This design comes from an exercise in tuning for small area, a short achievable clock period and few clock cycles per item on the open sky130 flow, not from production work.
The RTL was checked by simulation tests, not by an equivalence proof against the original design.
Power and IR drop assume default switching activity.

Setup of indigo:
==> flow/design.v (excerpt) <==
module ad5934_ctrl (
    input  wire         clk,
    input  wire         rst,           
    input  wire         cmd_valid,
    output wire         cmd_ready,
    input  wire [167:0] cmd,
    output reg          rsp_valid,
    output wire [209:0] rsp,
    output wire         bus_req,
    output wire         bus_we,
    output wire [7:0]   bus_addr,
    output wire [7:0]   bus_wdata,
    input  wire         bus_ack,
    input  wire [7:0]   bus_rdata,
    input  wire         bus_err,
    input  wire [31:0]  poll_budget
);
export LEC_CHECK = 0
export CAP_MARGIN = 20
export CORE_MARGIN = 2
export CORE_UTILIZATION = 66
export CTS_CLUSTER_DIAMETER = 100
export CTS_CLUSTER_SIZE = 20
export PLACE_DENSITY = 0.78
export SETUP_SLACK_MARGIN = 4.5
export SLEW_MARGIN = 20
create_clock -name core_clock -period 8.0 [get_ports {clk}]
standard.sh (not shown) runs the stock make flow with config.mk's settings and CLKGATE_MAP_FILE= SYNTH_SCRIPT=/design/flow/synth_recipe.tcl, a recipe that flattens the netlist after the stock synthesis.
==> flow/flow/run.sh <==
#!/bin/bash
# Standard layout, with the port buffers made of the smallest buffer cell.
set -euo pipefail
bash standard.sh 'BUFFER_PORTS_ARGS=-buffer_cell sky130_fd_sc_hd__buf_1' finish > orfs_make.log 2>&1
Testbench counts of indigo, summed over its fixed seeds: cycles 52,357, commands 4,800.
For maple, these inputs were changed with respect to indigo:
--- a/flow/config.mk
+++ b/flow/config.mk
@@ -9,6 +9,5 @@
 export CORE_MARGIN = 2
-export CORE_UTILIZATION = 66
-export CTS_CLUSTER_DIAMETER = 100
+export CORE_UTILIZATION = 60
 export CTS_CLUSTER_SIZE = 20
-export PLACE_DENSITY = 0.78
+export PLACE_DENSITY = 0.72
 export SETUP_SLACK_MARGIN = 4.5
Notes after the runs:
- [maple vs indigo] register clock-pin slew on the reported worst setup and hold paths: lower in maple
- Looking at area overhead of the layout relative to synthesis, maple sits above indigo.
- In maple, average wire per standard cell is higher than in indigo.
- | total count of max-transition violations in the final report | maple vs indigo | ≈ equal |
- In the flow results for indigo and maple, the area enclosed by the die boundary is larger on maple.
- Compared to indigo, maple has cell count about 2.7% higher.
- Relative to indigo, the half-perimeter wire length after detailed placement measured on maple has increased by a few percent.
- Between indigo and maple, final clock period utilization by the worst path increased.
- Summary of maple over indigo: setup slack now sits lower, power now sits higher, sequential share of cell area now sits lower.
## Diff of input files: lagoon against maple
--- a/flow/config.mk
+++ b/flow/config.mk
@@ -10,5 +10,6 @@
 export CORE_UTILIZATION = 60
+export CTS_CLUSTER_DIAMETER = 100
 export CTS_CLUSTER_SIZE = 20
 export PLACE_DENSITY = 0.72
-export SETUP_SLACK_MARGIN = 4.5
+export SETUP_SLACK_MARGIN = 4.75
 export SLEW_MARGIN = 20
- Compared with maple, lagoon shows a lower met3 track demand over resource.
- Summary of lagoon over maple: register area saw little to no change; placer's final routability congestion estimate saw an increase; final cycle utilization of the critical path saw a decrease; design area saw an increase; met2 capacity usage during global routing saw a decrease.
- A top metal layer carrying routed signals of met4 is what maple shows, while met5 belongs to lagoon.
- Between maple and lagoon, portion of the layout cell area used by non-clock buffers increased.
- Compared with maple, lagoon shows a lower power after layout.
- The count of clock-buffer cells in the layout number comes out lower for lagoon vs maple.
- The area of the die on maple is in line with that on lagoon.
- Comparing lagoon and maple, the higher average wire per cell in the routed design was measured on lagoon.
#### Input delta (xenon over lagoon)
--- a/flow/config.mk
+++ b/flow/config.mk
@@ -12,4 +12,4 @@
 export CTS_CLUSTER_SIZE = 20
-export PLACE_DENSITY = 0.72
-export SETUP_SLACK_MARGIN = 4.75
+export PLACE_DENSITY = 0.65
+export SETUP_SLACK_MARGIN = 4.4
 export SLEW_MARGIN = 20
In the flow results for lagoon and xenon, the switching power is smaller on xenon.
Going from lagoon to xenon, cell area shrinks by 6.9%.
Diff lagoon -> xenon | shortest clock period the worst path allows after layout | increase of 0.10 ns
xenon against lagoon: area growth from synthesis to final layout fell 8.5 points; number of nets in the layout fell 65; total power fell 1.9%; count of placed standard cells in the final layout, fillers left out fell 63; gate count after technology mapping about even.
Compared with lagoon, xenon shows a peak clock frequency supported by timing that is about 3% lower.

========
Starting RTL as in the previous note.
Design ad5934_ctrl, start of the top module:
module ad5934_ctrl (
    input  wire         clk,
    input  wire         rst,           
    input  wire         cmd_valid,
    output wire         cmd_ready,
    input  wire [167:0] cmd,
    output reg          rsp_valid,
    output wire [209:0] rsp,
    output wire         bus_req,
    output wire         bus_we,
    output wire [7:0]   bus_addr,
    output wire [7:0]   bus_wdata,
    input  wire         bus_ack,
    input  wire [7:0]   bus_rdata,
    input  wire         bus_err,
    input  wire [31:0]  poll_budget
);
    localparam [2:0] CTL_IDLE     = 3'd0,
                     CTL_STANDBY  = 3'd1,
                     CTL_INITED   = 3'd2,
                     CTL_SWEEPING = 3'd3,
                     CTL_COMPLETE = 3'd4,
                     CTL_FAULTED  = 3'd5;
    reg        rdy;                  
    reg [2:0]  ctl;
    reg        configured;
    reg        rs_ill;               
    reg        rs_ber;               
    reg        rs_flt;               
    reg        rs_emp;               
    reg        rs_enc;               
    reg        rs_f0, rs_f1, rs_f2;  
    reg        rs_c1, rs_c2;         
    reg        rs_cfg;               
    reg        rs_rmw;               
    reg        rs_rep, rs_inc, rs_cmp;   
    reg        r_sv, r_pv;           
    reg        breq, bwe;
    reg [4:0]  baddr;                
    reg [7:0]  bwdata;
    reg [7:0]  op;
    reg        is_enc, is_cfg, is_poll, is_stby, is_pd, is_init, is_strt;
    reg [33:0] S;                    
    reg [23:0] Q;                    
    reg [31:0] Creg;                 
    reg        fA;                   
  ...
export LEC_CHECK = 0
export CAP_MARGIN = 20
export CORE_MARGIN = 2
export CORE_UTILIZATION = 50
export PLACE_DENSITY = 0.65
export SETUP_SLACK_MARGIN = 4.8
export SLEW_MARGIN = 20
create_clock -name core_clock -period 8.0 [get_ports {clk}]
Scripts as last shown in full above: flow/flow/run.sh
Testbench counts at the start, summed over its fixed seeds: cycles 52,357, commands 4,800.
Next try:
Settings changed: SETUP_SLACK_MARGIN 4.8 to 4.5.
- total power shrinks by 2.1%
- clock power is about the same
- wire length fell by 7.2%
- cell area shrinks by 11%
- die area is unchanged
- via count came out lower by 3.8%
- setup slack is worse by 100 ps
- flip-flop and latch count is unchanged
- clock-buffer cell count increases by 1
Next try:
Settings changed: CORE_UTILIZATION 50 to 60, CTS_CLUSTER_DIAMETER from default to 100, CTS_CLUSTER_SIZE from default to 20, PLACE_DENSITY 0.65 to 0.72, SETUP_SLACK_MARGIN 4.5 to 4.65.
What happened: Via count stays flat. Combinational power stays flat. Cell count went down by 3.2%.

========
## exp/violet
Starting RTL as in the previous note.
export LEC_CHECK = 0
export CAP_MARGIN = 20
export CORE_MARGIN = 2
export CORE_UTILIZATION = 50
export PLACE_DENSITY = 0.65
export SETUP_SLACK_MARGIN = 4.2
export SLEW_MARGIN = 20
create_clock -name core_clock -period 8.0 [get_ports {clk}]
Scripts as last shown in full above: flow/flow/run.sh
Per the final summary, exp/violet finished and its layout is clean on timing, DRC and antenna.
Testbench counts of exp/violet, summed over its fixed seeds: cycles 52,357, commands 4,800.
### exp/violet -> exp/sierra
diff --git a/flow/config.mk b/flow/config.mk
--- a/flow/config.mk
+++ b/flow/config.mk
@@ -10,3 +10,5 @@
-export CORE_UTILIZATION = 50
-export PLACE_DENSITY = 0.65
-export SETUP_SLACK_MARGIN = 4.2
+export CORE_UTILIZATION = 60
+export CTS_CLUSTER_DIAMETER = 100
+export CTS_CLUSTER_SIZE = 20
+export PLACE_DENSITY = 0.72
+export SETUP_SLACK_MARGIN = 4.5
==> comparison <==
- exp/sierra: relative area change from synthesis to final layout 2.1 points below exp/violet
- exp/violet ended up with reg2out as its critical path start-end classification; exp/sierra ended up with reg2reg.
- Relative to exp/violet, number of buffers created by CTS has gone down in exp/sierra.
- Count of routing violations after the opening detailed-route iteration came out higher on exp/sierra than on exp/violet.
- Looking at met3 track demand over resource in global routing, exp/sierra sits 3.9 points higher than exp/violet does.
- Changes observed in exp/sierra relative to exp/violet: fmax shows an increase of about 6%; H-tree depth shows a reduction of 1; final critical-path required period shows a reduction of 200 ps.

what the ideal ports hide:
How much do the figures lean on ideal ports? The routed layouts below were timed once more, with nothing changed but the port constraints.
Step 1 assumes that a clkbuf_16 drives the clock port and a buf_2 every other input.
Step 2 moves the port delays by t, midway between the first and last clock arrival at a register: inputs arrive t later, outputs are due t later. That takes back most of the time a late clock gives input paths.
a / b / c = no drivers / after step 1 / after step 2; a / b = the first two.
run	t, ns	setup slack, ns	hold WS [ns]	worst slew at a driven data input, ns
indigo	0.615	4.505 / 4.481 / 4.144	0.459 / 0.459 / 0.459	0.08
maple	0.653	4.493 / 4.493 / 4.082	0.458 / 0.458 / 0.458	0.08
lagoon	0.637	4.527 / 4.527 / 4.233	0.471 / 0.471 / 0.471	0.08
xenon	0.628	4.426 / 4.424 / 3.945	0.453 / 0.453 / 0.453	0.08
the first run of note 2	0.651	4.588 / 4.588 / 4.201	0.447 / 0.447 / 0.447	0.09
the second run of note 2	0.641	4.488 / 4.484 / 4.136	0.466 / 0.466 / 0.466	0.08
the third run of note 2	0.636	4.658 / 4.599 / 4.142	0.460 / 0.460 / 0.460	0.08
exp/violet	0.651	4.303 / 4.242 / 3.744	0.458 / 0.458 / 0.458	0.10
exp/sierra	0.628	4.504 / 4.504 / 4.014	0.477 / 0.477 / 0.477	0.07
After both steps every run listed still meets setup and hold. For exp/violet, which loses most, drivers alone change the setup slack by -0.061 ns; drivers and shift together by -0.559 ns.
